This is an optimization exercise on Yosys and OpenROAD, whose aim is small area and few clock cycles per item, not a production implementation. The RTL of this run was laid out without a check of its function. Power and IR drop assume default switching activity.

## design/flow/design.v

```verilog
module bfc (
    input  wire        clk,
    input  wire        rst,         
    input  wire        cmd_valid,
    output wire        cmd_ready,
    input  wire [31:0] cmd_data,
    output wire        rsp_valid,
    input  wire        rsp_ready,
    output wire [31:0] rsp_data
);
    localparam CURVE_LEFT_HIGH = 1'b1;
    localparam [7:0] OP_NOP        = 8'h00,
                     OP_STRD       = 8'h01,
                     OP_STCLR      = 8'h02,
                     OP_CTRLRD     = 8'h03,
                     OP_CTRLWR     = 8'h04,
                     OP_BFX        = 8'h08,
                     OP_BFI        = 8'h09,
                     OP_UNPK_CURVE = 8'h10,
                     OP_UNPK_DTRS  = 8'h11,
                     OP_UNPK_SENS  = 8'h12,
                     OP_UNPK_OSC   = 8'h13,
                     OP_UNPK_LFO   = 8'h14,
                     OP_UNPK_FBKS  = 8'h15,
                     OP_UNPK_ALG   = 8'h16,
                     OP_UNPK_TRN   = 8'h17,
                     OP_UNPK_U99   = 8'h18,
                     OP_UNPK_SIZE  = 8'h19,
                     OP_PACK_CURVE = 8'h20,
                     OP_PACK_DTRS  = 8'h21,
                     OP_PACK_SENS  = 8'h22,
                     OP_PACK_OSC   = 8'h23,
                     OP_PACK_LFO   = 8'h24,
                     OP_PACK_FBKS  = 8'h25,
                     OP_PACK_ALG   = 8'h26,
                     OP_PACK_TRN   = 8'h27,
                     OP_PACK_U99   = 8'h28,
                     OP_PACK_SIZE  = 8'h29,
                     OP_CKCLR      = 8'h30,
                     OP_CKADD      = 8'h31,
                     OP_CKRD       = 8'h32,
                     OP_CKCMP      = 8'h33;
    reg  [7:0] csum;
    reg  [2:0] status;      
    reg        ctrl_ckenf;
    reg        rsp_full;
    reg [31:0] rsp_q;
    assign cmd_ready = !rst && (!rsp_full || rsp_ready);
    assign rsp_valid = !rst && rsp_full;
    assign rsp_data  = rsp_q;
    wire accept = cmd_valid && cmd_ready;
    wire [7:0] op = cmd_data[31:24];
    wire [7:0] f2 = cmd_data[23:16];
    wire [7:0] f1 = cmd_data[15:8];
    wire [7:0] f0 = cmd_data[7:0];
    wire [3:0] bf_w  = cmd_data[15:12];
    wire [3:0] bf_lo = cmd_data[11:8];
    wire       bf_geom_ok = (bf_w >= 4'd1) && (bf_w <= 4'd8) &&
                            ({1'b0, bf_lo} + {1'b0, bf_w} <= 5'd8);
    wire [8:0] bf_mask9   = (9'd1 << bf_w) - 9'd1;
    wire [7:0] bf_mask    = bf_mask9[7:0];
    wire [7:0] bfx_val    = (f0 >> bf_lo) & bf_mask;
    wire [7:0] bfi_val    = (f0 & ~(bf_mask << bf_lo)) | ((f2 & bf_mask) << bf_lo);
    wire [3:0] dtrs_raw   = f0[6:3];
    wire       dtrs_err   = (dtrs_raw == 4'd15);
    wire [7:0] dtrs_det   = dtrs_err ? 8'd7 : ({4'd0, dtrs_raw} - 8'd7);
    wire [5:0] sens_vs    = f0[7:2];
    wire       sens_err   = (sens_vs > 6'd7);
    wire [7:0] sens_vs_c  = sens_err ? 8'd7 : {2'd0, sens_vs};
    wire [6:0] osc_coarse = f0[7:1];
    wire       osc_err    = (osc_coarse > 7'd31);
    wire [7:0] osc_c      = osc_err ? 8'd31 : {1'b0, osc_coarse};
    wire [2:0] lfo_wave   = f0[3:1];
    wire       lfo_err    = (lfo_wave > 3'd5);
    wire [7:0] lfo_wave_c = lfo_err ? 8'd5 : {5'd0, lfo_wave};
    wire       trn_err    = (f0 > 8'd48);
    wire [7:0] trn_val    = trn_err ? 8'd24 : (f0 - 8'd24);
    wire       u99_err    = (f0 > 8'd99);
    wire [7:0] u99_val    = u99_err ? 8'd99 : f0;
    wire [14:0] size_val  = {f1, 7'd0} | {7'd0, f0};
    wire [7:0] csum_sub   = csum - f0;
    wire [7:0] ck_expect  = {1'b0, csum[6:0]};
    wire       ck_miss    = (f0 != ck_expect);
    reg        legal;
    reg  [7:0] r0, r1, r2;
    reg        e0, e1, ckm;
    reg        set_err, set_ckbad;
    reg  [2:0] clr_mask;
    reg        wr_ctrl;
    reg        wr_csum;
    reg  [7:0] csum_next;
    always @(*) begin
        legal     = 1'b1;
        r0        = 8'd0;
        r1        = 8'd0;
        r2        = 8'd0;
        e0        = 1'b0;
        e1        = 1'b0;
        ckm       = 1'b0;
        set_err   = 1'b0;
        set_ckbad = 1'b0;
        clr_mask  = 3'd0;
        wr_ctrl   = 1'b0;
        wr_csum   = 1'b0;
        csum_next = csum;
        case (op)
            OP_NOP: begin
                legal = (cmd_data[23:0] == 24'd0);
            end
            OP_STRD: begin
                legal = (cmd_data[23:0] == 24'd0);
                r0    = {5'd0, status};
            end
            OP_STCLR: begin
                legal    = (cmd_data[23:3] == 21'd0);
                clr_mask = f0[2:0];
                r0       = {5'd0, status & ~f0[2:0]};
            end
            OP_CTRLRD: begin
                legal = (cmd_data[23:0] == 24'd0);
                r0    = {7'd0, ctrl_ckenf};
            end
            OP_CTRLWR: begin
                legal   = (cmd_data[23:1] == 23'd0);
                wr_ctrl = 1'b1;
                r0      = {7'd0, f0[0]};
            end
            OP_BFX: begin
                legal = (f2 == 8'd0) && bf_geom_ok;
                r0    = bfx_val;
            end
            OP_BFI: begin
                legal = bf_geom_ok;
                r0    = bfi_val;
            end
            OP_UNPK_CURVE: begin
                legal = (cmd_data[23:8] == 16'd0);
                if (CURVE_LEFT_HIGH) begin
                    r0 = {6'd0, f0[1:0]};
                    r1 = {6'd0, f0[3:2]};
                end else begin
                    r0 = {6'd0, f0[3:2]};
                    r1 = {6'd0, f0[1:0]};
                end
            end
            OP_UNPK_DTRS: begin
                legal   = (cmd_data[23:8] == 16'd0);
                r0      = {5'd0, f0[2:0]};
                r1      = dtrs_det;
                e1      = dtrs_err;
                set_err = dtrs_err;
            end
            OP_UNPK_SENS: begin
                legal   = (cmd_data[23:8] == 16'd0);
                r0      = {6'd0, f0[1:0]};
                r1      = sens_vs_c;
                e1      = sens_err;
                set_err = sens_err;
            end
            OP_UNPK_OSC: begin
                legal   = (cmd_data[23:8] == 16'd0);
                r0      = {7'd0, f0[0]};
                r1      = osc_c;
                e1      = osc_err;
                set_err = osc_err;
            end
            OP_UNPK_LFO: begin
                legal   = (cmd_data[23:8] == 16'd0);
                r0      = {7'd0, f0[0]};
                r1      = lfo_wave_c;
                r2      = {5'd0, f0[6:4]};
                e1      = lfo_err;
                set_err = lfo_err;
            end
            OP_UNPK_FBKS: begin
                legal = (cmd_data[23:8] == 16'd0);
                r0    = {5'd0, f0[2:0]};
                r1    = {7'd0, f0[3]};
            end
            OP_UNPK_ALG: begin
                legal = (cmd_data[23:8] == 16'd0);
                r0    = {3'd0, f0[4:0]} + 8'd1;
            end
            OP_UNPK_TRN: begin
                legal   = (cmd_data[23:8] == 16'd0);
                r0      = trn_val;
                e0      = trn_err;
                set_err = trn_err;
            end
            OP_UNPK_U99: begin
                legal   = (cmd_data[23:8] == 16'd0);
                r0      = u99_val;
                e0      = u99_err;
                set_err = u99_err;
            end
            OP_UNPK_SIZE: begin
                legal = (f2 == 8'd0);
                r0    = size_val[7:0];
                r1    = {1'b0, size_val[14:8]};
                r2    = size_val[14:7];
            end
            OP_PACK_CURVE: begin
                legal = (f2 == 8'd0);
                if (CURVE_LEFT_HIGH)
                    r0 = {4'd0, f1[1:0], f0[1:0]};
                else
                    r0 = {4'd0, f0[1:0], f1[1:0]};
            end
            OP_PACK_DTRS: begin
                legal = (f2 == 8'd0);
                r0    = {1'b0, f1[3:0] + 4'd7, f0[2:0]};
            end
            OP_PACK_SENS: begin
                legal = (f2 == 8'd0);
                r0    = {f1[5:0], f0[1:0]};
            end
            OP_PACK_OSC: begin
                legal = (f2 == 8'd0);
                r0    = {f1[6:0], f0[0]};
            end
            OP_PACK_LFO: begin
                r0 = {1'b0, f2[2:0], f1[2:0], f0[0]};
            end
            OP_PACK_FBKS: begin
                legal = (f2 == 8'd0);
                r0    = {4'd0, f1[0], f0[2:0]};
            end
            OP_PACK_ALG: begin
                legal = (cmd_data[23:8] == 16'd0);
                r0    = {3'd0, f0[4:0] - 5'd1};
            end
            OP_PACK_TRN: begin
                legal = (cmd_data[23:8] == 16'd0);
                r0    = f0 + 8'd24;
            end
            OP_PACK_U99: begin
                legal = (cmd_data[23:8] == 16'd0);
                r0    = f0;
            end
            OP_PACK_SIZE: begin
                legal = (cmd_data[23:14] == 10'd0);
                r0    = {1'b0, cmd_data[6:0]};
                r1    = {1'b0, cmd_data[13:7]};
            end
            OP_CKCLR: begin
                legal     = (cmd_data[23:0] == 24'd0);
                wr_csum   = 1'b1;
                csum_next = 8'd0;
                r0        = 8'd0;
            end
            OP_CKADD: begin
                legal     = (cmd_data[23:8] == 16'd0);
                wr_csum   = 1'b1;
                csum_next = csum_sub;
                r0        = csum_sub;
            end
            OP_CKRD: begin
                legal = (cmd_data[23:0] == 24'd0);
                r0    = ck_expect;
                r1    = csum;
            end
            OP_CKCMP: begin
                legal     = (cmd_data[23:8] == 16'd0);
                r0        = ck_expect;
                r1        = f0;
                ckm       = ck_miss;
                set_ckbad = ck_miss;
                set_err   = ck_miss && ctrl_ckenf;
            end
            default: begin
                legal = 1'b0;
            end
        endcase
    end
    wire [31:0] rsp_next = legal ? {4'd0, ckm, 1'b0, e1, e0, r2, r1, r0}
                                 : 32'h8000_0000;
    always @(posedge clk) begin
        if (rst) begin
            csum       <= 8'd0;
            status     <= 3'd0;
            ctrl_ckenf <= 1'b0;
        end else if (accept) begin
            if (legal) begin
                if (wr_csum)
                    csum <= csum_next;
                if (wr_ctrl)
                    ctrl_ckenf <= f0[0];
                status <= (status & ~clr_mask) | {1'b0, set_ckbad, set_err};
            end else begin
                status[2] <= 1'b1;
            end
        end
    end
    always @(posedge clk) begin
        if (rst) begin
            rsp_full <= 1'b0;
        end else if (accept) begin
            rsp_full <= 1'b1;
        end else if (rsp_ready) begin
            rsp_full <= 1'b0;
        end
    end
    always @(posedge clk) begin
        if (accept)
            rsp_q <= rsp_next;
    end
endmodule
```

## design/flow/run.sh

```bash
#!/bin/bash
# synth_recipe.tcl (not shown) runs the flow's synth.tcl, then flattens the netlist and writes it again
# the make line also repeats each setting of config.mk as NAME=value (left out here)
make -C /OpenROAD-flow-scripts/flow DESIGN_CONFIG=/design/flow/config.mk WORK_HOME=/design/flow/orfs CLKGATE_MAP_FILE= SYNTH_SCRIPT=/design/flow/synth_recipe.tcl finish
```

## design/flow/config.mk

```make
export PLATFORM = sky130hd
export DESIGN_NAME = bfc
export DESIGN_NICKNAME = bfc
export VERILOG_FILES = /design/flow/design.v
export SDC_FILE = /design/flow/constraint.sdc
export NUM_CORES = 4
export LEC_CHECK = 0
export CAP_MARGIN = 20
export CORE_MARGIN = 2
export CORE_UTILIZATION = 25
export SLEW_MARGIN = 20
```

## design/flow/constraint.sdc

```tcl
create_clock -name core_clock -period 7.0 [get_ports {clk}]
set_input_delay 1.4000 -clock core_clock [delete_from_list [all_inputs] [get_ports {clk}]]
set_output_delay 1.4000 -clock core_clock [all_outputs]
set_load 0.01 [all_outputs]
```

==> summary.md <==
| Metric | Value |
|---|---|
| Pwr Density | 124 mW/mm^2 |
| Grt ovf | 0 |
| Final ANT Viol Nets | 0 |
| Setup WS post-layout | 1.84 ns |
| Met1 wire length | 9100 microns |
| EDFF count, synth | 28 |
| Die area | 0.0214 sq mm |
| Root Driver | clkbuf_16 |
| CTS tree | done |
| Router iterations before antenna repair | 5 |
| Initial core utilization | 25.3% |
| Core Region | 0.0200 sq mm |
| Worst setup path endpoint | rsp_q[2]$_SDFFCE_PP0P_ |
| Mapped Area | 0.00507 sq mm |
| Ys Warns | 1 |
| FILL cells | 2213 |
| Top cell type's share of synthesized area | 16.6% |
| Final HPWL DP | 16000 microns |
| Setup WS pre-CTS | 1.65 ns |
| Final Hold Viols | 0 |
| Routed vias/inst | 6.02 |
| Async SR Flop Fraction | 0% |
| Final period util | 73.7% |
| Yosys cell types | 80 |
| Worst min-delay path class | reg -> reg |
| DRC | 0 |
| Worst Tran Pin Value | 0.894 ns |
| Gpl congestion | 1.02 |
| Final #Nets | 760 |
| Slew Limit Fails | 0 |
| Post-CTS setup buffer count | 0 |
| CP Capture Type | flop |
| Worst-path maximum fanout | 19 |
| IO Port Bufs | 65 |
| Synth Flop Type | edfxtp_1 |
| Die Wd | 146 microns |
| DR vias | 5864 |
| Critical Path AT | 5.17 ns |
| Initial antenna violation count | 0 |
| Area leader, netlist | edfxtp_1 |
| H-tree Lvls | 2 |
| FF-to-FF End | rsp_q[4]$_SDFFCE_PP0P_ |
| CP Launch Type | input pin |
| Total power draw | 0.000752 W |
| Cells after Synth | 674 |
| Worst R2R Start | csum[0]$_SDFFE_PP0P_ |
| R2R setup slack | 4.38 ns |
| Total track usage | 19.8% |
| Net switching power figure | 0.000248 W |
| Synthesized area per cell | 7.52 sq um |
| Critical path class | in -> reg |
| Setup TNS | 0 ns |
| FP Rows | 52 |
| Setup-failing EPs final | 0 |
| Synth Register Bits | 41 |
| Slew margin rel. | 40.3% |
| Ports | 70 |
| Worst-path clk slew | 0.07 ns |
| Latest clock arrival within the worst-skew pair | 0.30 ns |
| Synth area leaders | edfxtp_1 17%, a21oi_1 5.6%, nand2_1 5.3%, dfxtp_1 5.1%, ha_1 4.7% |
| Number of gates resized after CTS | 0 |
| Initial drt markers | 958 |
| Hold_buf cts | 0 |
| Clock Skew | 0.00963 ns |
| Reg power frac | 35.6% |
| DR top layer | met4 |
| Clock buffer depth | 2 |
| DR WL met3 | 2020 microns |
| Clock sink count | 41 |
| VDD IR-drop max | 0.0000713 V |
| Combinational power share | 30.4% |
| Sequential element share of the synthesized area | 21.7% |
| Vias in the first global route | 5375 |
| RSZ-0062 raised after global routing | no |
| CTS Buf Count | 5 |
| Area growth syn-to-layout | 19.8% |
| First-pass GRT wire length | 33200 microns |
| Switching share of total power | 32.9% |
| P_leak | 1.92 nW |
| Internal power | 0.000505 W |
| First element of the critical path | cmd_data[15] |
| Critical Path RT | 7.01 ns |
| Largest net degree at the start of global routing | 43 |
| Status | complete, no violations |
| Ant diodes | 0 |
| Clk pwr share | 33.9% |
| MaxCap Viol Count | 0 |
| Minimum clock period | 5.16 ns |
| FMAX | 0.194 GHz |
| Layout cells sized above 1 | 6.68% |
| DR WL/cell | 22.4 microns |
| Worst-case reg-to-reg path depth | 11 |
| DIE HEIGHT | 146 microns |
| Drt total wl | 21900 microns |
| Met2 Wirelength | 9760 microns |
## layout by cell type (no fill, tap or decap), types with 6 or more instances in the layout
cell type,instances
nor2b_1,11
mux2i_1,11
nor2_1,61
o21a_1,6
a211oi_1,7
a22oi_1,8
o211ai_1,6
o21ai_0,42
nor3b_1,7
xor2_1,7
nor4_1,6
edfxtp_1,28
xnor2_1,8
and2_1,7
dfxtp_1,13
or3_1,9
nand3_1,26
a2111oi_0,7
nand2_1,71
clkbuf_16,6
inv_1,22
clkdlybuf4s50_1,65
buf_4,15
ha_1,19
a21oi_1,57
a221oi_1,10
o31ai_1,7
and3_1,6
a31oi_1,16
nor3_1,27
## cell families after synthesis
| family | Yosys count | synth area share, % |
|---|---|---|
| buffers and inverters | 84 | 7.09 |
| muxes | 19 | 4.69 |
| xor gates and xnor gates | 15 | 2.59 |
| and+or+nand+nor | 265 | 27.7 |
| adders and majority gates | 21 | 5.48 |
| DFF | 41 | 21.7 |
| other | 1 | 0.0740 |
| AOI/OAI and AO/OA | 228 | 30.7 |
## critical path, cell delays in order
cell and delay, ns:
clkdlybuf4s50_1 0.76, nor4_2 0.74, inv_1 0.27, ha_1 0.43, xor2_1 0.50, o211ai_1 0.17
a21oi_1 0.17, o22ai_1 0.09, a2111oi_0 0.55, nor2_1 0.09
## synthesized netlist by cell type, types with 5 or more instances
| master | number |
|---|---|
| a22oi_1 | 8 |
| a21oi_1 | 57 |
| o21ai_0 | 42 |
| edfxtp_1 | 28 |
| a31oi_1 | 16 |
| o2111ai_1 | 5 |
| and2_1 | 7 |
| inv_1 | 22 |
| or3_1 | 9 |
| o22ai_1 | 5 |
| nor3b_1 | 7 |
| nand3_1 | 26 |
| clkbuf_1 | 41 |
| o21a_1 | 6 |
| nor2_1 | 61 |
| nor4_1 | 6 |
| dfxtp_1 | 13 |
| a41oi_1 | 5 |
| buf_1 | 5 |
| and3_1 | 6 |
| a2111oi_0 | 7 |
| xnor2_1 | 8 |
| o31ai_1 | 7 |
| nor3_1 | 27 |
| nand2_1 | 71 |
| buf_2 | 7 |
| o32ai_1 | 5 |
| nor2b_1 | 11 |
| a221oi_1 | 10 |
| a222oi_1 | 5 |
| a211oi_1 | 7 |
| mux2i_1 | 11 |
| o211ai_1 | 6 |
| xor2_1 | 7 |
| ha_1 | 19 |
| buf_4 | 5 |
## final cells by class
type | instances | area (sq um) | share of cell area (%)
clock inverter | 2 | 11.3 | 0.186
sequential | 41 | 1100 | 18.1
timing repair buffer | 80 | 763 | 12.6
tap | 270 | 338 | 5.57
inverter | 23 | 86.3 | 1.42
multi-input combinational | 552 | 3620 | 59.6
clock buffer | 6 | 150 | 2.47
## routing by layer
layer | GRT usage [%] | vias up
met3 | 4.09 | 56
met2 | 30.7 | 361
met5 | 0 | -
met1 | 26.8 | 2822
li1 | - | 2625
met4 | 8.40 | 0
## flip-flops by register name, indices dropped and copies added (netlist names)
register / count
rsp_q: 28
csum: 8
status: 3
ctrl_ckenf: 1
rsp_full: 1
## power by group through the flow
| stage | Combinational (W) | Clock, W | Sequential (W) |
|---|---|---|---|
| after global placement | 0.000224 | 0 | 0.000273 |
| after CTS | 0.000224 | 0.000259 | 0.000268 |
| after global routing | 0.000245 | 0.000267 | 0.000269 |
| after detailed placement | 0.000223 | 0 | 0.000274 |
| final | 0.000229 | 0.000255 | 0.000268 |
| after floorplan | 0.000133 | 0 | 0.000278 |
## worst min-delay path by stage
stage          slack [ns]  depth (start not counted)               startpoint                      end
6_report             0.51                          2     csum[7]$_SDFFE_PP0P_     csum[7]$_SDFFE_PP0P_
5_1_grt              0.54                          2     csum[7]$_SDFFE_PP0P_     csum[7]$_SDFFE_PP0P_
4_1_cts              0.51                          2     csum[7]$_SDFFE_PP0P_     csum[7]$_SDFFE_PP0P_
3_5_place_dp         0.50                          2     csum[7]$_SDFFE_PP0P_     csum[7]$_SDFFE_PP0P_
3_3_place_gp         0.50                          2  ctrl_ckenf$_SDFFE_PP0P_  ctrl_ckenf$_SDFFE_PP0P_
2_1_floorplan        0.46                          2  ctrl_ckenf$_SDFFE_PP0P_  ctrl_ckenf$_SDFFE_PP0P_
## per-stage QoR
| stage | hold WS (ns) | util, % | area, sq um | std cells |
|---|---|---|---|---|
| 2_1_floorplan | 0.461 | - | 5080 | 677 |
| 3_3_place_gp | 0.498 | 29.5 | 5910 | 966 |
| 3_5_place_dp | 0.502 | 29.5 | 5910 | 966 |
| 4_1_cts | 0.510 | 30.3 | 6070 | 974 |
| 5_1_grt | 0.539 | 30.3 | 6070 | 974 |
| 6_report | 0.508 | 30.3 | 6070 | 974 |

==> re-timing with driven ports <==
The results above use ideal ports. As a check the final layout listed here was re-extracted and re-timed, cells and wires unchanged. Step 1 (the two cells are an assumption about what drives the block):
set clk [get_ports {clk}]
set_driving_cell -lib_cell sky130_fd_sc_hd__clkbuf_16 $clk
set_driving_cell -lib_cell sky130_fd_sc_hd__buf_2 [delete_from_list [all_inputs] $clk]
Step 2, shift: input delay + t, output delay - t, t = (earliest + latest rising clock arrival at the registers) / 2. This alone moves slack from input paths to output paths. Three values: ideal ports, drivers, drivers and shift; two values: the first two.
t, ns: 0.338
setup slack, ns: 1.843 / 1.853 / 1.515
worst data-port slew with drivers (ns): 0.04
After both steps setup and hold are still met in this run. For this run, drivers alone change the setup slack by +0.010 ns; drivers and shift together by -0.328 ns.
